This is an optimization exercise on Yosys and OpenROAD, whose aim is small area, not a production implementation.
Only simulation tests tie the RTL to the original design; equivalence was not proved.

File: flow/standard.sh
#!/bin/bash
# synth_recipe.tcl (not shown) runs the flow's synth.tcl, then flattens the netlist and writes it again
# the make line also repeats each setting of config.mk as NAME=value (left out here)
make -C /OpenROAD-flow-scripts/flow DESIGN_CONFIG=/design/flow/config.mk WORK_HOME=/design/flow/orfs CLKGATE_MAP_FILE= SYNTH_SCRIPT=/design/flow/synth_recipe.tcl "${@:-finish}"
File: flow/flow/run.sh
#!/bin/bash
set -euo pipefail
bash standard.sh \
  "BUFFER_PORTS_ARGS=-buffer_cell sky130_fd_sc_hd__buf_1" \
  "CTS_ARGS=-sink_clustering_enable -repair_clock_nets -dont_use_dummy_load -buf_list sky130_fd_sc_hd__clkbuf_8" \
  finish > standard_flow.log 2>&1
File: flow/design.v
module uavtalk_rx #(
    parameter STAT_W = 16
) (
    input  wire              clk,
    input  wire              rst,           
    input  wire              in_valid,
    input  wire [7:0]        in_byte,
    input  wire              cat_hit,
    input  wire [15:0]       cat_size,
    input  wire              stats_clr,
    output reg               res_valid,
    output wire [1:0]        res_code,      
    output reg  [2:0]        err_code,
    output wire [7:0]        frm_type,
    output reg  [31:0]       frm_objid,
    output reg  [15:0]       frm_instid,
    output reg  [7:0]        frm_len,
    output wire              pl_valid,
    output reg  [7:0]        pl_byte,
    output wire [7:0]        pl_index,
    output reg  [STAT_W-1:0] rx_bytes,
    output reg  [STAT_W-1:0] rx_objects,
    output reg  [STAT_W-1:0] rx_errors
);
    localparam [2:0] E_NONE         = 3'd0,
                     E_BAD_SYNC     = 3'd1,
                     E_BAD_VERSION  = 3'd2,
                     E_BAD_SIZE     = 3'd3,
                     E_UNKNOWN_OBJ  = 3'd4,
                     E_TOO_LARGE    = 3'd5,
                     E_LEN_MISMATCH = 3'd6,
                     E_BAD_CHECKSUM = 3'd7;
    localparam [8:0] POS_SYNC = 9'h1F5;
    function [7:0] crc8_update;
        input [7:0] crc;
        input [7:0] data;
        integer i;
        reg [7:0] c;
        begin
            c = crc ^ data;
            for (i = 0; i < 8; i = i + 1)
                c = c[7] ? ((c << 1) ^ 8'h07) : (c << 1);
            crc8_update = c;
        end
    endfunction
    reg [8:0] pos;
    reg [7:0] crc;
    reg [2:0] typ;         
    reg       sz_hi;       
    assign frm_type = {5'b00100, typ};
    assign pl_index = pos[7:0];
    wire       hdr   = pos[8] & (pos[3:0] != 4'hF);
    wire [3:0] hp    = pos[3:0];
    wire       s_sync  = hdr & (hp == 4'h5);
    wire       s_type  = hdr & (hp == 4'h6);
    wire       s_szlo  = hdr & (hp == 4'h7);
    wire       s_szhi  = hdr & (hp == 4'h8);
    wire       s_obj0  = hdr & (hp == 4'h9);
    wire       s_obj1  = hdr & (hp == 4'hA);
    wire       s_obj2  = hdr & (hp == 4'hB);
    wire       s_obj3  = hdr & (hp == 4'hC);
    wire       s_inst0 = hdr & (hp == 4'hD);
    wire       s_inst1 = hdr & (hp == 4'hE);
    assign res_code = {err_code != 3'd0, s_sync & (err_code == 3'd0)};
    assign pl_valid = res_valid & ~pos[8];
    wire [8:0] pos_inc = pos + 9'd1;
    wire        use_cat = ~typ[0] & ~typ[2];       
    wire [7:0]  cmp_a   = hdr ? (cat_size[7:0] & {8{use_cat}}) : pos_inc[7:0];
    wire        cmp_eq  = (cmp_a == frm_len);
    wire        at_ck   = ~hdr & cmp_eq;
    wire       s_data  = ~hdr & ~at_ck;
    wire [8:0]  lo_m10    = {1'b0, in_byte} - 9'd10;
    wire        hi_eq     = (in_byte == {7'd0, sz_hi});
    wire        hi_p1     = (in_byte == {6'd0, sz_hi, ~sz_hi});
    wire        size_bad  = ~hi_eq & ~(hi_p1 & (frm_len == 8'd0));
    wire        too_large = use_cat & (cat_size[15:8] != 8'd0);
    wire        len_bad   = sz_hi | ~cmp_eq;
    wire        type_ok   = (in_byte[7:3] == 5'b00100) & (in_byte[2:0] <= 3'd4);
    wire [7:0]  crc_d     = (s_sync ? 8'h00 : crc) ^ in_byte;
    wire        ck_ok     = (crc_d == 8'd0);
    reg  [2:0]  cause;
    always @* begin
        cause = E_NONE;
        if (s_sync && in_byte != 8'h3C)  cause = E_BAD_SYNC;
        if (s_type && !type_ok)          cause = E_BAD_VERSION;
        if (s_szhi && size_bad)          cause = E_BAD_SIZE;
        if (s_inst1) begin
            if (!cat_hit)                cause = E_UNKNOWN_OBJ;
            else if (too_large)          cause = E_TOO_LARGE;
            else if (len_bad)            cause = E_LEN_MISMATCH;
        end
        if (at_ck && !ck_ok)             cause = E_BAD_CHECKSUM;
    end
    wire step_ok   = at_ck & ck_ok;
    wire step_disc = (cause != E_NONE);
    wire to_sync   = step_ok | (step_disc & ~s_sync);
    always @(posedge clk) begin
        err_code <= cause;
        pl_byte  <= in_byte;
        if (rst) begin
            res_valid <= 1'b0;
            pos       <= POS_SYNC;
        end else begin
            res_valid <= in_valid;
            if (in_valid && !(s_sync && step_disc))
                pos <= to_sync ? POS_SYNC : pos_inc;
        end
        if (in_valid) begin
            crc <= crc8_update(8'h00, crc_d);
            if (s_type) typ <= in_byte[2:0];
            if (s_szlo) {sz_hi, frm_len} <= lo_m10;
            if (s_szhi) sz_hi <= ~hi_eq;
            if (s_obj0) frm_objid[7:0]   <= in_byte;
            if (s_obj1) frm_objid[15:8]  <= in_byte;
            if (s_obj2) frm_objid[23:16] <= in_byte;
            if (s_obj3) frm_objid[31:24] <= in_byte;
            if (s_inst0) frm_instid[7:0]  <= in_byte;
            if (s_inst1) frm_instid[15:8] <= in_byte;
        end
    end
    wire kill = rst | stats_clr;
    wire [STAT_W:0] tb_, to_, te_;
    assign tb_[0] = in_valid & ~&rx_bytes;
    assign to_[0] = in_valid & step_ok & ~&rx_objects;
    assign te_[0] = in_valid & step_disc & ~&rx_errors;
    genvar gi;
    generate
        for (gi = 0; gi < STAT_W; gi = gi + 1) begin : g_carry
            assign tb_[gi+1] = tb_[gi] & rx_bytes[gi];
            assign to_[gi+1] = to_[gi] & rx_objects[gi];
            assign te_[gi+1] = te_[gi] & rx_errors[gi];
        end
    endgenerate
    always @(posedge clk) begin
        rx_bytes[STAT_W-1:1]   <= kill ? {(STAT_W-1){1'b0}} : rx_bytes[STAT_W-1:1]   ^ tb_[STAT_W-1:1];
        rx_objects[STAT_W-1:1] <= kill ? {(STAT_W-1){1'b0}} : rx_objects[STAT_W-1:1] ^ to_[STAT_W-1:1];
        rx_errors[STAT_W-1:1]  <= kill ? {(STAT_W-1){1'b0}} : rx_errors[STAT_W-1:1]  ^ te_[STAT_W-1:1];
        rx_bytes[0]   <= rst ? 1'b0 : stats_clr ? in_valid             : rx_bytes[0]   ^ tb_[0];
        rx_objects[0] <= rst ? 1'b0 : stats_clr ? (in_valid & step_ok)   : rx_objects[0] ^ to_[0];
        rx_errors[0]  <= rst ? 1'b0 : stats_clr ? (in_valid & step_disc) : rx_errors[0]  ^ te_[0];
    end
endmodule
File: flow/config.mk
export PLATFORM = sky130hd
export DESIGN_NAME = uavtalk_rx
export DESIGN_NICKNAME = uavtalk_rx
export VERILOG_FILES = /design/flow/design.v
export SDC_FILE = /design/flow/constraint.sdc
export NUM_CORES = 4
export LEC_CHECK = 0
export CAP_MARGIN = 5
export CORE_MARGIN = 2
export CORE_UTILIZATION = 85
export CTS_BUF_LIST = sky130_fd_sc_hd__clkbuf_8
export SLEW_MARGIN = 5
File: flow/constraint.sdc
create_clock -name core_clock -period 7.0 [get_ports {clk}]
set_input_delay 1.4000 -clock core_clock [delete_from_list [all_inputs] [get_ports {clk}]]
set_output_delay 1.4000 -clock core_clock [all_outputs]
set_load 0.01 [all_outputs]
==> results.json <==
{
  "stop_stage": "global placement (3_3_place_gp)",
  "ys_types": 56,
  "outcome": "stopped before the end",
  "ioPinCount": 164,
  "synth_area_sq_um": 6090,
  "synth_warnings": 1,
  "portBuffers": 158,
  "start_util_pct": 88.7,
  "synth_edf_count": 68,
  "error_line": "[ERROR GPL-0301] Utilization 101.566 % exceeds 100%.",
  "die_x_um": 88.7,
  "ys.flop_type": "dfxtp_1",
  "die_h_um": 88.7,
  "fp-row-count": 30,
  "syn_avg_cell_area_sq_um": 11.9,
  "ys_ff_latch": 137,
  "synth_seq_area_share_pct": 56.2,
  "netlist_instances": 513,
  "async_flop_share_pct": 0
}
==> cells by family after synthesis <==
logic type	synth area share (%)
buffers and inverters	3.43
muxes	0.329
and+or+nand+nor	16.9
xor gates and xnor gates	5.32
adders and majority gates	10.9
DFF	56.2
other	0.123
AOI/OAI and AO/OA	6.86
==> synthesized netlist by cell type, drive strengths merged (10+ instances only) <==
cell type   n  share of area, %
o21ai      16               1.3
xor2       19               2.7
a21oi      12              0.99
ha         53                11
edfxtp     68                34
nand2      24               1.5
nand4      18               2.0
nor3       10               1.0
xnor2      18               2.6
buf        17               1.9
clkbuf     11              0.70
and2       53               5.4
inv        13              0.80
dfxtp      69                23
nor2       26               1.6
